This is an optimization exercise on Yosys and OpenROAD, whose aim is small area, a short achievable clock period and few clock cycles, not a production implementation.
Function was checked by simulation only, so behaviour that the tests miss may differ from the original.
Power is estimated from default activity; no workload was simulated.

## flow/design.v (module list and top-level ports; edited modules follow where they fit)
// module ht_home_mod: 1335 lines
// module ht_probe_core: 137 lines
module ht_probe_core (
    input  wire        clk,
    input  wire        rst,
    input  wire        cfg_valid,
    input  wire [5:0]  cfg_capacity,
    input  wire        cmd_valid,
    output wire        cmd_ready,
    input  wire [1:0]  cmd_op,
    input  wire [63:0] cmd_key,
    input  wire [63:0] cmd_hash,
    output wire        rsp_valid,
    input  wire        rsp_ready,
    output wire [1:0]  rsp_op,
    output wire [1:0]  rsp_status,
    output wire [31:0] rsp_pos,
    output wire [31:0] rsp_home,
    output wire [31:0] rsp_cap,
    output wire [63:0] rsp_hash,
    output wire [63:0] rsp_key
);
  // ...
==> flow/run.sh <==
#!/bin/bash
# synth_recipe.tcl (not shown) runs the flow's synth.tcl, then flattens the netlist and writes it again
# the make line also repeats each setting of config.mk as NAME=value (left out here)
make -C /OpenROAD-flow-scripts/flow DESIGN_CONFIG=/design/flow/config.mk WORK_HOME=/design/flow/orfs CLKGATE_MAP_FILE= SYNTH_SCRIPT=/design/flow/synth_recipe.tcl finish
==> flow/config.mk <==
export PLATFORM = sky130hd
export DESIGN_NAME = ht_probe_core
export DESIGN_NICKNAME = ht_probe_core
export VERILOG_FILES = /design/flow/design.v
export SDC_FILE = /design/flow/constraint.sdc
export NUM_CORES = 4
export LEC_CHECK = 0
export CAP_MARGIN = 20
export CORE_MARGIN = 2
export CORE_UTILIZATION = 40
export PLACE_DENSITY = 0.6
export SLEW_MARGIN = 20
==> flow/constraint.sdc <==
create_clock -name core_clock -period 8.0 [get_ports {clk}]
set_input_delay 1.6000 -clock core_clock [delete_from_list [all_inputs] [get_ports {clk}]]
set_output_delay 1.6000 -clock core_clock [all_outputs]
set_load 0.01 [all_outputs]
==> flow_summary_export.csv, run 1 <==
group,metric,value,unit
status,haltStage,"synthesis (1_2_yosys)",
status,error,"ERROR: TCL interpreter returned an error: Source files actually used in the design:",
yosys,yosys_warnings,4,
status,run_status,"did not finish",
Testbench counts, summed over its fixed seeds: cycles 7,768.
==> module ht_probe_core, before the edit <==
module ht_probe_core (
    input  wire        clk,
    input  wire        rst,
    input  wire        cfg_valid,
    input  wire [5:0]  cfg_capacity,
    input  wire        cmd_valid,
    output wire        cmd_ready,
    input  wire [1:0]  cmd_op,
    input  wire [63:0] cmd_key,
    input  wire [63:0] cmd_hash,
    output wire        rsp_valid,
    input  wire        rsp_ready,
    output wire [1:0]  rsp_op,
    output wire [1:0]  rsp_status,
    output wire [31:0] rsp_pos,
    output wire [31:0] rsp_home,
    output wire [31:0] rsp_cap,
    output wire [63:0] rsp_hash,
    output wire [63:0] rsp_key
);
    localparam CAP_MAX = 32;
    localparam OP_INSERT = 2'b00;
    localparam OP_REMOVE = 2'b10;
    localparam ST_OK       = 2'b00;
    localparam ST_NOTFOUND = 2'b01;
    localparam ST_ILLEGAL  = 2'b10;
    localparam ST_FULL     = 2'b11;
    reg [CAP_MAX-1:0] emp;
    reg [CAP_MAX-1:0] occ;
    reg [63:0]        keyf [0:CAP_MAX-1];
    reg        busy;           
    reg [5:0]  capacity;
    reg [1:0]  op_q;
    reg [63:0] key_q;
    reg [63:0] hash_q;
    reg [10:0] sa_q, sb_q;     
    wire accept = cmd_valid && !busy;
    wire [10:0] sa, sb;
    ht_home_mod u_mod (
        .cap  (capacity),
        .hash (cmd_hash),
        .s_a  (sa),
        .s_b  (sb)
    );
    wire [10:0] s = sa_q + sb_q;
    reg  [10:0] s1;
    reg  [7:0]  s2;
    reg  [7:0]  mc [0:7];      
    integer j;
    always @(*) begin
        for (j = 0; j < 8; j = j + 1)
            mc[j] = {2'b00, capacity} * j[7:0];
        s1 = s;
        for (j = 1; j < 8; j = j + 1)
            if (s >= {mc[j], 3'b000})
                s1 = s - {mc[j], 3'b000};
        s2 = s1[7:0];
        for (j = 1; j < 8; j = j + 1)
            if (s1[7:0] >= mc[j])
                s2 = s1[7:0] - mc[j];
    end
    wire [4:0] home = s2[4:0];
    reg [CAP_MAX-1:0] match;
    integer k;
    always @(*) begin
        for (k = 0; k < CAP_MAX; k = k + 1)
            match[k] = occ[k] && (keyf[k] == key_q);
    end
    wire [CAP_MAX-1:0] cand = (op_q == OP_INSERT) ? emp : match;
    wire [CAP_MAX-1:0] ge_mask = {CAP_MAX{1'b1}} << home;
    wire [CAP_MAX-1:0] hi      = cand & ge_mask;
    wire [CAP_MAX-1:0] pick    = (|hi) ? hi : cand;
    wire [CAP_MAX-1:0] first   = pick & ~(pick - 1'b1);
    wire               found   = |cand;
    reg  [4:0]         pos;
    always @(*) begin
        pos = 5'd0;
        for (k = 0; k < CAP_MAX; k = k + 1)
            if (first[k]) pos = pos | k[4:0];
    end
    wire illegal = (op_q == 2'b11);
    wire done    = busy && rsp_ready;
    always @(posedge clk) begin
        if (rst) begin
            busy     <= 1'b0;
            capacity <= CAP_MAX[5:0];
            emp      <= {CAP_MAX{1'b1}};
            occ      <= {CAP_MAX{1'b0}};
        end else begin
            if (!busy) begin
                if (cfg_valid) begin
                    capacity <= cfg_capacity;
                    for (k = 0; k < CAP_MAX; k = k + 1)
                        emp[k] <= (k < cfg_capacity);
                    occ <= {CAP_MAX{1'b0}};
                end else if (cmd_valid) begin
                    busy <= 1'b1;
                end
            end else if (rsp_ready) begin
                busy <= 1'b0;
                if (!illegal) begin
                    if (op_q == OP_INSERT) begin
                        emp <= emp & ~first;
                        occ <= occ | first;
                    end else if (op_q == OP_REMOVE) begin
                        occ <= occ & ~first;
                    end
                end
            end
        end
    end
    always @(posedge clk) begin
        if (accept) begin
            op_q   <= cmd_op;
            key_q  <= cmd_key;
            hash_q <= cmd_hash;
            sa_q   <= sa;
            sb_q   <= sb;
        end
    end
    always @(posedge clk) begin
        for (k = 0; k < CAP_MAX; k = k + 1)
            if (done && op_q == OP_INSERT && first[k])
                keyf[k] <= key_q;
    end
    assign cmd_ready  = !busy;
    assign rsp_valid  = busy;
    assign rsp_op     = op_q;
    assign rsp_status = illegal ? ST_ILLEGAL :
                        found   ? ST_OK :
                        (op_q == OP_INSERT) ? ST_FULL : ST_NOTFOUND;
    assign rsp_pos    = (illegal || !found) ? 32'hFFFFFFFF : {27'd0, pos};
    assign rsp_home   = illegal ? 32'd0 : {27'd0, home};
    assign rsp_cap    = {26'd0, capacity};
    assign rsp_hash   = illegal ? 64'd0 : hash_q;
    assign rsp_key    = key_q;
endmodule
==> run 2, diff against run 1 <==
--- a/flow/design.v
+++ b/flow/design.v
@@ -1,52 +1,368 @@
 module ht_home_mod (
     input  wire [5:0]  cap,
     input  wire [63:0] hash,
     output wire [10:0] s_a,
     output wire [10:0] s_b
 );
-    reg [319:0] res;
-    always @(*) begin
-        case (cap)
-            6'd1: res = 320'h0;
-            6'd2: res = 320'h1;
-            6'd3: res = 320'h10441104411044110441104411044110441104411044110441104411044110441104411044110441;
-            6'd4: res = 320'h41;
-            6'd5: res = 320'h19041190411904119041190411904119041190411904119041190411904119041190411904119041;
-            6'd6: res = 320'h11044110441104411044110441104411044110441104411044110441104411044110441104411041;
-            6'd7: res = 320'h9041208241048209041208241048209041208241048209041208241048209041208241048209041;
-            6'd8: res = 320'h1041;
-            6'd9: res = 320'h4104129d04104a74104129d04104a74104129d04104a74104129d04104a74104129d04104a741041;
-            6'd10: res = 320'h41046410464104641046410464104641046410464104641046410464104641046410464104641041;
-            6'd11: res = 320'h4104130ce951504104c33a5454104130ce951504104c33a5454104130ce951504104c33a54541041;
-            6'd12: res = 320'h41104411044110441104411044110441104411044110441104411044110441104411044110441041;
-            6'd13: res = 320'h410413a8a95b0c3410413a8a95b0c3410413a8a95b0c3410413a8a95b0c3410413a8a95b0c341041;
-            6'd14: res = 320'h41048209041208241048209041208241048209041208241048209041208241048209041208241041;
-            6'd15: res = 320'h41041410414104141041410414104141041410414104141041410414104141041410414104141041;
-            6'd16: res = 320'h41041;
-            6'd17: res = 320'h4b5f0410414b5f0410414b5f0410414b5f0410414b5f0410414b5f0410414b5f0410414b5f041041;
-            6'd18: res = 320'h4104a74104129d04104a74104129d04104a74104129d04104a74104129d04104a74104129d041041;
-            6'd19: res = 320'h925c76c104105456186b7c64971db041041515861adf1925c76c104105456186b7c64971db041041;
-            6'd20: res = 320'h41190411904119041190411904119041190411904119041190411904119041190411904119041041;
-            6'd21: res = 320'h410415c10410570410415c10410570410415c10410570410415c10410570410415c1041057041041;
-            6'd22: res = 320'h4104c33a5454104130ce951504104c33a5454104130ce951504104c33a5454104130ce9515041041;
-            6'd23: res = 320'h1b649820820b0c36c930410416186d926082082c30db24c104105861b649820820b0c36c93041041;
-            6'd24: res = 320'h44110441104411044110441104411044110441104411044110441104411044110441104411041041;
-            6'd25: res = 320'h410416cecb92635be1861b8f0410416cecb92635be1861b8f0410416cecb92635be1861b8f041041;
-            6'd26: res = 320'h4104ea2a56c30d04104ea2a56c30d04104ea2a56c30d04104ea2a56c30d04104ea2a56c30d041041;
-            6'd27: res = 320'hd368a2c104105c78d973be74da28b04104171e365cef9d368a2c104105c78d973be74da28b041041;
-            6'd28: res = 320'h41208241048209041208241048209041208241048209041208241048209041208241048209041041;
-            6'd29: res = 320'h61870410417d97451637d36b9df1c79267861870410417d97451637d36b9df1c7926786187041041;
-            6'd30: res = 320'h41050410504105041050410504105041050410504105041050410504105041050410504105041041;
-            6'd31: res = 320'h41041820820c104106082083041041820820c104106082083041041820820c104106082083041041;
-            6'd32: res = 320'h1041041;
-            default: res = 320'h0;
-        endcase
-    end
+    wire [32:1] dc;
+    assign dc[1] = (cap == 6'd1);
+    assign dc[2] = (cap == 6'd2);
+    assign dc[3] = (cap == 6'd3);
+    assign dc[4] = (cap == 6'd4);
+    assign dc[5] = (cap == 6'd5);
+    assign dc[6] = (cap == 6'd6);
+    assign dc[7] = (cap == 6'd7);
+    assign dc[8] = (cap == 6'd8);
+    assign dc[9] = (cap == 6'd9);
+    assign dc[10] = (cap == 6'd10);
+    assign dc[11] = (cap == 6'd11);
+    assign dc[12] = (cap == 6'd12);
+    assign dc[13] = (cap == 6'd13);
+    assign dc[14] = (cap == 6'd14);
+    assign dc[15] = (cap == 6'd15);
+    assign dc[16] = (cap == 6'd16);
+    assign dc[17] = (cap == 6'd17);
+    assign dc[18] = (cap == 6'd18);
+    assign dc[19] = (cap == 6'd19);
+    assign dc[20] = (cap == 6'd20);
+    assign dc[21] = (cap == 6'd21);
+    assign dc[22] = (cap == 6'd22);
+    assign dc[23] = (cap == 6'd23);
+    assign dc[24] = (cap == 6'd24);
+    assign dc[25] = (cap == 6'd25);
+    assign dc[26] = (cap == 6'd26);
+    assign dc[27] = (cap == 6'd27);
+    assign dc[28] = (cap == 6'd28);
+    assign dc[29] = (cap == 6'd29);
+    assign dc[30] = (cap == 6'd30);
+    assign dc[31] = (cap == 6'd31);
+    assign dc[32] = (cap == 6'd32);
+    wire [319:0] res;
+    assign res[0] = |(dc & 32'hfffffffe);
+    assign res[1] = |(dc & 32'h00000000);
+    assign res[2] = |(dc & 32'h00000000);
+    assign res[3] = |(dc & 32'h00000000);
+    assign res[4] = |(dc & 32'h00000000);
+    assign res[5] = |(dc & 32'h00000000);
+    assign res[6] = |(dc & 32'hfffffffc);
+    assign res[7] = |(dc & 32'h00000000);
+    assign res[8] = |(dc & 32'h00000000);
+    assign res[9] = |(dc & 32'h00000000);
+    assign res[10] = |(dc & 32'h00000004);
+    assign res[11] = |(dc & 32'h00000000);
+    assign res[12] = |(dc & 32'hfffffff0);
+    assign res[13] = |(dc & 32'h00000000);
+    assign res[14] = |(dc & 32'h00000000);
+    assign res[15] = |(dc & 32'h00000050);
+    assign res[16] = |(dc & 32'h00000034);
+    assign res[17] = |(dc & 32'h00000000);
+    assign res[18] = |(dc & 32'hffffff00);
+    assign res[19] = |(dc & 32'h00000000);
+    assign res[20] = |(dc & 32'h00005514);
+    assign res[21] = |(dc & 32'h00003340);
+    assign res[22] = |(dc & 32'h00000f20);
+    assign res[23] = |(dc & 32'h00000000);
+    assign res[24] = |(dc & 32'hffff0000);
+    assign res[25] = |(dc & 32'h55550100);
+    assign res[26] = |(dc & 32'h33335634);
+    assign res[27] = |(dc & 32'h0f0f3140);
+    assign res[28] = |(dc & 32'h00ff0c00);
+    assign res[29] = |(dc & 32'h00000000);
+    assign res[30] = |(dc & 32'h00150544);
+    assign res[31] = |(dc & 32'h55460000);
+    assign res[32] = |(dc & 32'h332d5a30);
+    assign res[33] = |(dc & 32'h0f033400);
+    assign res[34] = |(dc & 32'h00e00000);
+    assign res[35] = |(dc & 32'h01411410);
+    assign res[36] = |(dc & 32'h01363574);
+    assign res[37] = |(dc & 32'h54440400);
+    assign res[38] = |(dc & 32'h32cd5a00);
+    assign res[39] = |(dc & 32'h0e200000);
+    assign res[40] = |(dc & 32'h04455414);
+    assign res[41] = |(dc & 32'h03600600);
+    assign res[42] = |(dc & 32'h0f322b60);
+    assign res[43] = |(dc & 32'h54241000);
+    assign res[44] = |(dc & 32'h32880000);
+    assign res[45] = |(dc & 32'h10001040);
+    assign res[46] = |(dc & 32'h36654634);
+    assign res[47] = |(dc & 32'h01681400);
+    assign res[48] = |(dc & 32'h0d9a2900);
+    assign res[49] = |(dc & 32'h56040000);
+    assign res[50] = |(dc & 32'h54040504);
+    assign res[51] = |(dc & 32'h02003140);
+    assign res[52] = |(dc & 32'h20694b30);
+    assign res[53] = |(dc & 32'h17601000);
+    assign res[54] = |(dc & 32'h0d960000);
+    assign res[55] = |(dc & 32'h05541110);
+    assign res[56] = |(dc & 32'h55361434);
+    assign res[57] = |(dc & 32'h0f063140);
+    assign res[58] = |(dc & 32'h209f4a00);
+    assign res[59] = |(dc & 32'h17000000);
+    assign res[60] = |(dc & 32'h15145154);
+    assign res[61] = |(dc & 32'h16460200);
+    assign res[62] = |(dc & 32'h53200e20);
+    assign res[63] = |(dc & 32'h0a062000);
+    assign res[64] = |(dc & 32'h25890000);
+    assign res[65] = |(dc & 32'h05050000);
+    assign res[66] = |(dc & 32'h36177374);
+    assign res[67] = |(dc & 32'h10490000);
+    assign res[68] = |(dc & 32'h54a90c00);
+    assign res[69] = |(dc & 32'h09000000);
+    assign res[70] = |(dc & 32'h01010404);
+    assign res[71] = |(dc & 32'h04040000);
+    assign res[72] = |(dc & 32'h3e1f7f70);
+    assign res[73] = |(dc & 32'h11410000);
+    assign res[74] = |(dc & 32'h54a00000);
+    assign res[75] = |(dc & 32'h54010050);
+    assign res[76] = |(dc & 32'h11200434);
+    assign res[77] = |(dc & 32'h00040000);
+    assign res[78] = |(dc & 32'h3abf7f00);
+    assign res[79] = |(dc & 32'h15400000);
+    assign res[80] = |(dc & 32'h15455514);
+    assign res[81] = |(dc & 32'h45003340);
+    assign res[82] = |(dc & 32'h04240b20);
+    assign res[83] = |(dc & 32'h11400400);
+    assign res[84] = |(dc & 32'h3aba0000);
+    assign res[85] = |(dc & 32'h10100500);
+    assign res[86] = |(dc & 32'h27775634);
+    assign res[87] = |(dc & 32'h5f0a3540);
+    assign res[88] = |(dc & 32'h049e0800);
+    assign res[89] = |(dc & 32'h11600000);
+    assign res[90] = |(dc & 32'h15540544);
+    assign res[91] = |(dc & 32'h01220400);
+    assign res[92] = |(dc & 32'h32695a30);
+    assign res[93] = |(dc & 32'h5a623000);
+    assign res[94] = |(dc & 32'h01800000);
+    assign res[95] = |(dc & 32'h01401010);
+    assign res[96] = |(dc & 32'h14763574);
+    assign res[97] = |(dc & 32'h01200400);
+    assign res[98] = |(dc & 32'h33895a00);
+    assign res[99] = |(dc & 32'h5a000000);
+    assign res[100] = |(dc & 32'h51005414);
+    assign res[101] = |(dc & 32'h12400200);
+    assign res[102] = |(dc & 32'h1e762b60);
+    assign res[103] = |(dc & 32'h00201000);
+    assign res[104] = |(dc & 32'h32890000);
+    assign res[105] = |(dc & 32'h10011040);
+    assign res[106] = |(dc & 32'h63214634);
+    assign res[107] = |(dc & 32'h00491000);
+    assign res[108] = |(dc & 32'h0cdf2900);
+    assign res[109] = |(dc & 32'h12000000);
+    assign res[110] = |(dc & 32'h10410104);
+    assign res[111] = |(dc & 32'h02003140);
+    assign res[112] = |(dc & 32'h71294f30);
+    assign res[113] = |(dc & 32'h02011000);
+    assign res[114] = |(dc & 32'h0c960000);
+    assign res[115] = |(dc & 32'h04151110);
+    assign res[116] = |(dc & 32'h10521034);
+    assign res[117] = |(dc & 32'h0e063140);
+    assign res[118] = |(dc & 32'h71bf4e00);
+    assign res[119] = |(dc & 32'h02000000);
+    assign res[120] = |(dc & 32'h00155554);
+    assign res[121] = |(dc & 32'h06060200);
+    assign res[122] = |(dc & 32'h12440e20);
+    assign res[123] = |(dc & 32'h0e022000);
+    assign res[124] = |(dc & 32'h71a80000);
+    assign res[125] = |(dc & 32'h51000000);
+    assign res[126] = |(dc & 32'h33377774);
+    assign res[127] = |(dc & 32'h050c0000);
+    assign res[128] = |(dc & 32'h10ec0c00);
+    assign res[129] = |(dc & 32'h0c000000);
+    assign res[130] = |(dc & 32'h04040404);
+    assign res[131] = |(dc & 32'h51000000);
+    assign res[132] = |(dc & 32'h3f3b7b70);
+    assign res[133] = |(dc & 32'h05040400);
+    assign res[134] = |(dc & 32'h10e00000);
+    assign res[135] = |(dc & 32'h11400450);
+    assign res[136] = |(dc & 32'h15240434);
+    assign res[137] = |(dc & 32'h50000400);
+    assign res[138] = |(dc & 32'h3edb7b00);
+    assign res[139] = |(dc & 32'h04240000);
+    assign res[140] = |(dc & 32'h14045514);
+    assign res[141] = |(dc & 32'h01603740);
+    assign res[142] = |(dc & 32'h01200b20);
+    assign res[143] = |(dc & 32'h44200000);
+    assign res[144] = |(dc & 32'h2edf0000);
+    assign res[145] = |(dc & 32'h04550100);
+    assign res[146] = |(dc & 32'h36375634);
+    assign res[147] = |(dc & 32'h0f6f3540);
+    assign res[148] = |(dc & 32'h01df0800);
+    assign res[149] = |(dc & 32'h44000000);
+    assign res[150] = |(dc & 32'h44550544);
+    assign res[151] = |(dc & 32'h04460000);
+    assign res[152] = |(dc & 32'h32295a30);
+    assign res[153] = |(dc & 32'h0b273000);
+    assign res[154] = |(dc & 32'h05800000);
+    assign res[155] = |(dc & 32'h05051010);
+    assign res[156] = |(dc & 32'h45763574);
+    assign res[157] = |(dc & 32'h01400000);
+    assign res[158] = |(dc & 32'h36895a00);
+    assign res[159] = |(dc & 32'h0b000000);
+    assign res[160] = |(dc & 32'h01015014);
+    assign res[161] = |(dc & 32'h06040200);
+    assign res[162] = |(dc & 32'h4f762f60);
+    assign res[163] = |(dc & 32'h00401000);
+    assign res[164] = |(dc & 32'h37880000);
+    assign res[165] = |(dc & 32'h15401040);
+    assign res[166] = |(dc & 32'h32014234);
+    assign res[167] = |(dc & 32'h000c1000);
+    assign res[168] = |(dc & 32'h48be2d00);
+    assign res[169] = |(dc & 32'h07000000);
+    assign res[170] = |(dc & 32'h05040504);
+    assign res[171] = |(dc & 32'h16403140);
+    assign res[172] = |(dc & 32'h340d4f30);
+    assign res[173] = |(dc & 32'h03001000);
+    assign res[174] = |(dc & 32'h48b20000);
+    assign res[175] = |(dc & 32'h40101110);
+    assign res[176] = |(dc & 32'h05361434);
+    assign res[177] = |(dc & 32'h1e423140);
+    assign res[178] = |(dc & 32'h34bf4e00);
+    assign res[179] = |(dc & 32'h03000000);
+    assign res[180] = |(dc & 32'h05145554);
+    assign res[181] = |(dc & 32'h43020200);
+    assign res[182] = |(dc & 32'h02200a20);
+    assign res[183] = |(dc & 32'h1b422400);
+    assign res[184] = |(dc & 32'h30a90000);
+    assign res[185] = |(dc & 32'h10010400);
+    assign res[186] = |(dc & 32'h37377774);
+    assign res[187] = |(dc & 32'h41090400);
+    assign res[188] = |(dc & 32'h00890800);
+    assign res[189] = |(dc & 32'h19600000);
+    assign res[190] = |(dc & 32'h11410404);
+    assign res[191] = |(dc & 32'h01200400);
+    assign res[192] = |(dc & 32'h2e3f7b70);
+    assign res[193] = |(dc & 32'h50610000);
+    assign res[194] = |(dc & 32'h01800000);
+    assign res[195] = |(dc & 32'h01010050);
+    assign res[196] = |(dc & 32'h10600434);
+    assign res[197] = |(dc & 32'h01200400);
+    assign res[198] = |(dc & 32'h2f9f7b00);
+    assign res[199] = |(dc & 32'h50400000);
+    assign res[200] = |(dc & 32'h51415514);
+    assign res[201] = |(dc & 32'h10003340);
+    assign res[202] = |(dc & 32'h10600b20);
+    assign res[203] = |(dc & 32'h00600000);
+    assign res[204] = |(dc & 32'h2e9e0000);
+    assign res[205] = |(dc & 32'h04540100);
+    assign res[206] = |(dc & 32'h73735634);
+    assign res[207] = |(dc & 32'h1e0e3140);
+    assign res[208] = |(dc & 32'h109e0800);
+    assign res[209] = |(dc & 32'h00000000);
+    assign res[210] = |(dc & 32'h00140144);
+    assign res[211] = |(dc & 32'h04460000);
+    assign res[212] = |(dc & 32'h736d5e30);
+    assign res[213] = |(dc & 32'h1e023000);
+    assign res[214] = |(dc & 32'h10800000);
+    assign res[215] = |(dc & 32'h10001010);
+    assign res[216] = |(dc & 32'h10163174);
+    assign res[217] = |(dc & 32'h04440000);
+    assign res[218] = |(dc & 32'h73ed5e00);
+    assign res[219] = |(dc & 32'h1e000000);
+    assign res[220] = |(dc & 32'h14445414);
+    assign res[221] = |(dc & 32'h02000200);
+    assign res[222] = |(dc & 32'h0e122f60);
+    assign res[223] = |(dc & 32'h14041000);
+    assign res[224] = |(dc & 32'h73a90000);
+    assign res[225] = |(dc & 32'h51011040);
+    assign res[226] = |(dc & 32'h27654634);
+    assign res[227] = |(dc & 32'h11091000);
+    assign res[228] = |(dc & 32'h0cbb2d00);
+    assign res[229] = |(dc & 32'h16040000);
+    assign res[230] = |(dc & 32'h14050504);
+    assign res[231] = |(dc & 32'h43003140);
+    assign res[232] = |(dc & 32'h31694b30);
+    assign res[233] = |(dc & 32'h17011400);
+    assign res[234] = |(dc & 32'h0cb60000);
+    assign res[235] = |(dc & 32'h05151510);
+    assign res[236] = |(dc & 32'h15361434);
+    assign res[237] = |(dc & 32'h4e063540);
+    assign res[238] = |(dc & 32'h30df4a00);
+    assign res[239] = |(dc & 32'h16200000);
+    assign res[240] = |(dc & 32'h14155554);
+    assign res[241] = |(dc & 32'h17260600);
+    assign res[242] = |(dc & 32'h13200a20);
+    assign res[243] = |(dc & 32'h4a262000);
+    assign res[244] = |(dc & 32'h34c80000);
+    assign res[245] = |(dc & 32'h14440000);
+    assign res[246] = |(dc & 32'h26377774);
+    assign res[247] = |(dc & 32'h01280400);
+    assign res[248] = |(dc & 32'h05c80800);
+    assign res[249] = |(dc & 32'h58000000);
+    assign res[250] = |(dc & 32'h50000404);
+    assign res[251] = |(dc & 32'h04440000);
+    assign res[252] = |(dc & 32'h3e3f7b70);
+    assign res[253] = |(dc & 32'h01200000);
+    assign res[254] = |(dc & 32'h05c00000);
+    assign res[255] = |(dc & 32'h05400050);
+    assign res[256] = |(dc & 32'h51200434);
+    assign res[257] = |(dc & 32'h01440000);
+    assign res[258] = |(dc & 32'h3adf7b00);
+    assign res[259] = |(dc & 32'h05000000);
+    assign res[260] = |(dc & 32'h05445114);
+    assign res[261] = |(dc & 32'h04403340);
+    assign res[262] = |(dc & 32'h55240f20);
+    assign res[263] = |(dc & 32'h00000000);
+    assign res[264] = |(dc & 32'h3b9b0000);
+    assign res[265] = |(dc & 32'h11110100);
+    assign res[266] = |(dc & 32'h36575234);
+    assign res[267] = |(dc & 32'h0e4b3140);
+    assign res[268] = |(dc & 32'h54bf0c00);
+    assign res[269] = |(dc & 32'h01000000);
+    assign res[270] = |(dc & 32'h05150544);
+    assign res[271] = |(dc & 32'h10020000);
+    assign res[272] = |(dc & 32'h32495e30);
+    assign res[273] = |(dc & 32'h0b433000);
+    assign res[274] = |(dc & 32'h50a00000);
+    assign res[275] = |(dc & 32'h50411010);
+    assign res[276] = |(dc & 32'h15363574);
+    assign res[277] = |(dc & 32'h10000000);
+    assign res[278] = |(dc & 32'h32a95e00);
+    assign res[279] = |(dc & 32'h0b000000);
+    assign res[280] = |(dc & 32'h11015414);
+    assign res[281] = |(dc & 32'h43400200);
+    assign res[282] = |(dc & 32'h0e362b60);
+    assign res[283] = |(dc & 32'h01001400);
+    assign res[284] = |(dc & 32'h22a80000);
+    assign res[285] = |(dc & 32'h00001440);
+    assign res[286] = |(dc & 32'h33214634);
+    assign res[287] = |(dc & 32'h41481400);
+    assign res[288] = |(dc & 32'h0c9e2900);
+    assign res[289] = |(dc & 32'h03200000);
+    assign res[290] = |(dc & 32'h01000504);
+    assign res[291] = |(dc & 32'h03203540);
+    assign res[292] = |(dc & 32'h30294b30);
+    assign res[293] = |(dc & 32'h42601000);
+    assign res[294] = |(dc & 32'h0d960000);
+    assign res[295] = |(dc & 32'h05141110);
+    assign res[296] = |(dc & 32'h00321434);
+    assign res[297] = |(dc & 32'h0f263540);
+    assign res[298] = |(dc & 32'h319f4a00);
+    assign res[299] = |(dc & 32'h42400000);
+    assign res[300] = |(dc & 32'h41545554);
+    assign res[301] = |(dc & 32'h06060200);
+    assign res[302] = |(dc & 32'h02240a20);
+    assign res[303] = |(dc & 32'h0e622000);
+    assign res[304] = |(dc & 32'h30890000);
+    assign res[305] = |(dc & 32'h10010000);
+    assign res[306] = |(dc & 32'h73777774);
+    assign res[307] = |(dc & 32'h040d0000);
+    assign res[308] = |(dc & 32'h008d0800);
+    assign res[309] = |(dc & 32'h0c400000);
+    assign res[310] = |(dc & 32'h04450004);
+    assign res[311] = |(dc & 32'h10000000);
+    assign res[312] = |(dc & 32'h7f7b7f70);
+    assign res[313] = |(dc & 32'h04450000);
+    assign res[314] = |(dc & 32'h00800000);
+    assign res[315] = |(dc & 32'h00410050);
+    assign res[316] = |(dc & 32'h04440034);
+    assign res[317] = |(dc & 32'h10000000);
+    assign res[318] = |(dc & 32'h7fbb7f00);
+    assign res[319] = |(dc & 32'h04040000);
     wire t1;
     wire t2;
     assign t1 = (hash[0] & res[0]) ^ (hash[1] & res[5]);
     assign t2 = (hash[0] & res[0]) & (hash[1] & res[5]);
     wire t3;
     wire t4;
     assign t3 = (hash[0] & res[1]) ^ (hash[1] & res[6]) ^ (hash[2] & res[11]);
     assign t4 = ((hash[0] & res[1]) & (hash[1] & res[6])) | ((hash[0] & res[1]) & (hash[2] & res[11])) | ((hash[1] & res[6]) & (hash[2] & res[11]));
@@ -1357,17 +1673,17 @@
     localparam OP_INSERT = 2'b00;
     localparam OP_REMOVE = 2'b10;
     localparam ST_OK       = 2'b00;
     localparam ST_NOTFOUND = 2'b01;
     localparam ST_ILLEGAL  = 2'b10;
     localparam ST_FULL     = 2'b11;
     reg [CAP_MAX-1:0] emp;
     reg [CAP_MAX-1:0] occ;
-    reg [63:0]        keyf [0:CAP_MAX-1];
+    reg [64*CAP_MAX-1:0] keyf;    
     reg        busy;           
     reg [5:0]  capacity;
     reg [1:0]  op_q;
     reg [63:0] key_q;
     reg [63:0] hash_q;
     reg [10:0] sa_q, sb_q;     
     wire accept = cmd_valid && !busy;
     wire [10:0] sa, sb;
@@ -1394,17 +1710,17 @@
             if (s1[7:0] >= mc[j])
                 s2 = s1[7:0] - mc[j];
     end
     wire [4:0] home = s2[4:0];
     reg [CAP_MAX-1:0] match;
     integer k;
     always @(*) begin
         for (k = 0; k < CAP_MAX; k = k + 1)
-            match[k] = occ[k] && (keyf[k] == key_q);
+            match[k] = occ[k] && (keyf[64*k +: 64] == key_q);
     end
     wire [CAP_MAX-1:0] cand = (op_q == OP_INSERT) ? emp : match;
     wire [CAP_MAX-1:0] ge_mask = {CAP_MAX{1'b1}} << home;
     wire [CAP_MAX-1:0] hi      = cand & ge_mask;
     wire [CAP_MAX-1:0] pick    = (|hi) ? hi : cand;
     wire [CAP_MAX-1:0] first   = pick & ~(pick - 1'b1);
     wire               found   = |cand;
     reg  [4:0]         pos;
@@ -1451,17 +1767,17 @@
             hash_q <= cmd_hash;
             sa_q   <= sa;
             sb_q   <= sb;
         end
     end
     always @(posedge clk) begin
         for (k = 0; k < CAP_MAX; k = k + 1)
             if (done && op_q == OP_INSERT && first[k])
-                keyf[k] <= key_q;
+                keyf[64*k +: 64] <= key_q;
     end
     assign cmd_ready  = !busy;
     assign rsp_valid  = busy;
     assign rsp_op     = op_q;
     assign rsp_status = illegal ? ST_ILLEGAL :
                         found   ? ST_OK :
                         (op_q == OP_INSERT) ? ST_FULL : ST_NOTFOUND;
     assign rsp_pos    = (illegal || !found) ? 32'hFFFFFFFF : {27'd0, pos};
==> run 2 against run 1 <==
Now fails the layout checks on antenna rules, setup timing.
==> flow_summary_export.csv, run 2 <==
group,metric,value,unit
status,violations,"antenna rules, setup timing",
place,gp_congestion,1.06,
setup_path,critPathCaptureType,"output port",
floorplanning,io_pins,371,
final_layout,final_cell_mix,"2198 x edfxtp_1, 1694 x buf_4, 1139 x xnor2_1",
setup_path,crit_required,6.40,ns
global_route,grt_first_pass_wirelength,667000,um
sta,timing.final.ws_setup,-4.24,ns
yosys,syn_area_per_cell,13.8,um^2
yosys,ys_seq_area_frac,0.603,
sta,drv_slew,0,
sta,finalSetupViolCount,2138,
global_route,grt_usage,0.341,
pwr,vdd_drop_max,0.000594,V
clock_network,cts_tree,"built",
sta,post-route-min-period,12.24,ns
pwr,powerDensity,345,nW/um^2
pwr,leakagePower,53.8,nW
place,dp_hpwl,377000,um
yosys,yosys.area.top_type_share,0.591,
routing,drt_iter0_drc,9500,
setup_path,cp.arrival,10.64,ns
floorplanning,rows,194,
clock_network,insertion_delay,0.95,ns
place,dp_slack,-4.27,ns
clock_network,tritoncts_num_sinks,2269,
yosys,ys_top_cells_by_count,"2198 x edfxtp_1, 1143 x xnor2_1, 897 x xor2_1",
setup_path,worstRegToRegCells,50,
final_layout,area_delta_synth_final,31.1,%
global_route,antenna_found_initial,52,
yosys,synth_edf_count,2198,
floorplanning,die_w,533,um
yosys,yosys.area.top_type,"edfxtp_1",
global_route,grt-ovfl-total,0,
sta,fin_crit_sh,1.53,
routing,vias_per_cell,5.64,
sta,tightest_slew,1.08,ns
yosys,yosysUniqueCellTypes,104,
yosys,yosys_warnings,2,
final_layout,layout-drive-gt1-share,0.250,
routing,routed_wirelength,492000,um
yosys,synth_most_common_cell,"edfxtp_1",
setup_path,cp_max_fo,5,
global_route,grt_start_max_net_pins,77,
setup_path,path_class,"reg2out",
sta,finClkSkew,0.0906,ns
yosys,ys_ff_latch,2269,
floorplanning,die_h,533,um
floorplanning,die-area,284000,um^2
status,run_status,"failed layout checks",
clock_network,root_buffer,"clkbuf_16",
clock_network,cts_buffer_depth,4,
routing,wl_per_cell,34.6,um
yosys,synth_ff_type,"edfxtp_1",
clock_network,clk_pin_slew_worst_paths,0.06,ns
clock_network,cts_hold_buf,0,
floorplanning,coreArea,279000,um^2
setup_path,startpoint_type,"register",
final_layout,fill_cells,23800,
sta,rsz0062_at_grt,"true",
yosys,syn-cell-area,112000,um^2
place,portBuffers,317,
min_path,holdPathStages,1,
routing,antenna_left,1,
final_layout,top_regs,"keyf (2048), hash_q (64), key_q (64)",
routing,drc,0,
min_path,hold_path_class,"reg2reg",
setup_path,cpMostUsedCell,"buf_4",
setup_path,cpPeakStageDelay,0.61,ns
routing,num_vias,80400,
global_route,grt_pass1_vias,78800,
final_layout,mostFrequentLayoutCell,"edfxtp_1",
final_layout,num-nets-final,10900,
sta,slew_headroom,0.270,
floorplanning,start_util,0.401,
setup_path,slowest_stage,"or4b_4",
sta,fmax,81.7,MHz
yosys,synth_cells,8116,
final_layout,largest-register,"keyf",
yosys,synthTopCellsByArea,"edfxtp_1 59%, xnor2_1 9.0%, xor2_1 7.0%",
clock_network,numCtsBuffers,238,
yosys,async_flop_share,0,
sta,holdWs,0.469,ns
routing,dr.pass1.iters,5,
final_layout,largest_reg_flops,2048,
job,drv_cap,0,
sta,hold_viol,0,
clock_network,htree_levels,4,
[run 2: worst paths after layout]
kind	from	end	slack, ns
setup / recovery	sa_q[0]	rsp_pos[1]	-4.24
hold reg to reg	emp[5]	emp[5]	0.47
hold / removal	emp[5]	emp[5]	0.47
setup reg to reg	sa_q[0]	keyf[1779]	-2.23
[run 2: worst max-delay path: cells and delay by family, from the launching register on]
| family | cells | cell delay [ns] |
|---|---|---|
| AO/OA/AOI/OAI | 19 | 3.71 |
| XOR/XNOR | 1 | 0.15 |
| adder cells (fa/ha/maj) | 3 | 0.53 |
| buffers and inverters | 13 | 1.78 |
| flip-flops | 1 | 0.38 |
| multiplexers | 1 | 0.28 |
| AND/OR/NAND/NOR | 11 | 2.91 |
[run 2: kinds of logic (layout without fill, tap and decap cells)]
| kind of cell | Yosys count | in the layout | share of synthesized area |
|---|---|---|---|
| fa+ha+maj | 450 | 450 | 0.0707 |
| buf+inv | 884 | 3226 | 0.0328 |
| simple gates | 1648 | 1648 | 0.0807 |
| flops | 2269 | 2269 | 0.603 |
| mux | 14 | 14 | 0.00139 |
| xor+xnor | 2041 | 2041 | 0.160 |
| other cells | 1 | 72 | 0.0000336 |
| compound gates | 809 | 809 | 0.0510 |
[run 2: area by class of cell]
type / count / area [um^2] / area share
sequential: 2269 / 67400 / 0.460
multi-input combinational: 5015 / 42200 / 0.288
clock inverter: 126 / 1430 / 0.00978
timing repair buffer: 2361 / 22700 / 0.155
clock buffer: 313 / 6400 / 0.0437
tap: 3724 / 4660 / 0.0318
antenna: 19 / 47.5 / 0.000325
inverter: 426 / 1630 / 0.0111
[run 2: metal layers]
| layer | vias to the layer above | GRT usage | routed length (um) |
|---|---|---|---|
| li1 | 33600 | - | - |
| met1 | 41800 | 0.475 | 205000 |
| met2 | 4166 | 0.526 | 220000 |
| met3 | 847 | 0.0600 | 42700 |
| met4 | 12 | 0.140 | 24500 |
| met5 | - | 0 | 83 |
[run 2: what timing repair did]
action / CTS / global route
cloned: 3 / 2
setup buffers: 47 / 17
pin swaps: 61 / 50
resized for setup: 147 / 90
setup endpoints to repair: 2164 / 2166
[run 2: where the power goes]
group / internal [mW] / switching (mW) / total, mW
logic: 12.2 / 13.6 / 25.8
clock network: 6.46 / 4.81 / 11.3
registers: 13.3 / 0.107 / 13.4
total: 32.0 / 18.5 / 50.5
[run 2: per-stage QoR]
step	setup TNS [ns]	total power, mW	cells	utilization	instance area, um^2
4_1_cts	-3901.98	49.4	14200	0.523	146000
6_report	-3779.99	50.5	14300	0.526	146000
3_3_place_gp	-5040.77	36.0	13700	0.491	137000
2_1_floorplan	-3747.34	22.6	8168	-	112000
3_5_place_dp	-4896.28	35.7	13700	0.491	137000
5_1_grt	-4636.17	52.4	14200	0.525	146000
Testbench counts of run 2, summed over its fixed seeds: cycles 7,768.

static timing again, ports no longer ideal:
In the flow no input, the clock included, has a driving cell. The finished layout below was timed again as built, in two steps.
Step 1 (the two cells are an assumption about what drives the block):
set clk [get_ports {clk}]
set_driving_cell -lib_cell sky130_fd_sc_hd__clkbuf_16 $clk
set_driving_cell -lib_cell sky130_fd_sc_hd__buf_2 [delete_from_list [all_inputs] $clk]
Step 2 moves the port delays by t, midway between the first and last clock arrival at a register: inputs arrive t later, outputs are due t later. That takes back most of the time a late clock gives input paths.
Three values: no drivers, after step 1, after step 2; two values: the first two.
run: run 2
t (ns): 1.010
setup slack, ns: -4.242 / -4.345 / -3.334
latest minus earliest clock arrival (ns): 0.091 / 0.091
pins driven straight from the clock port: 1
For run 2, drivers alone change the setup slack by -0.103 ns; drivers and shift together by +0.908 ns.
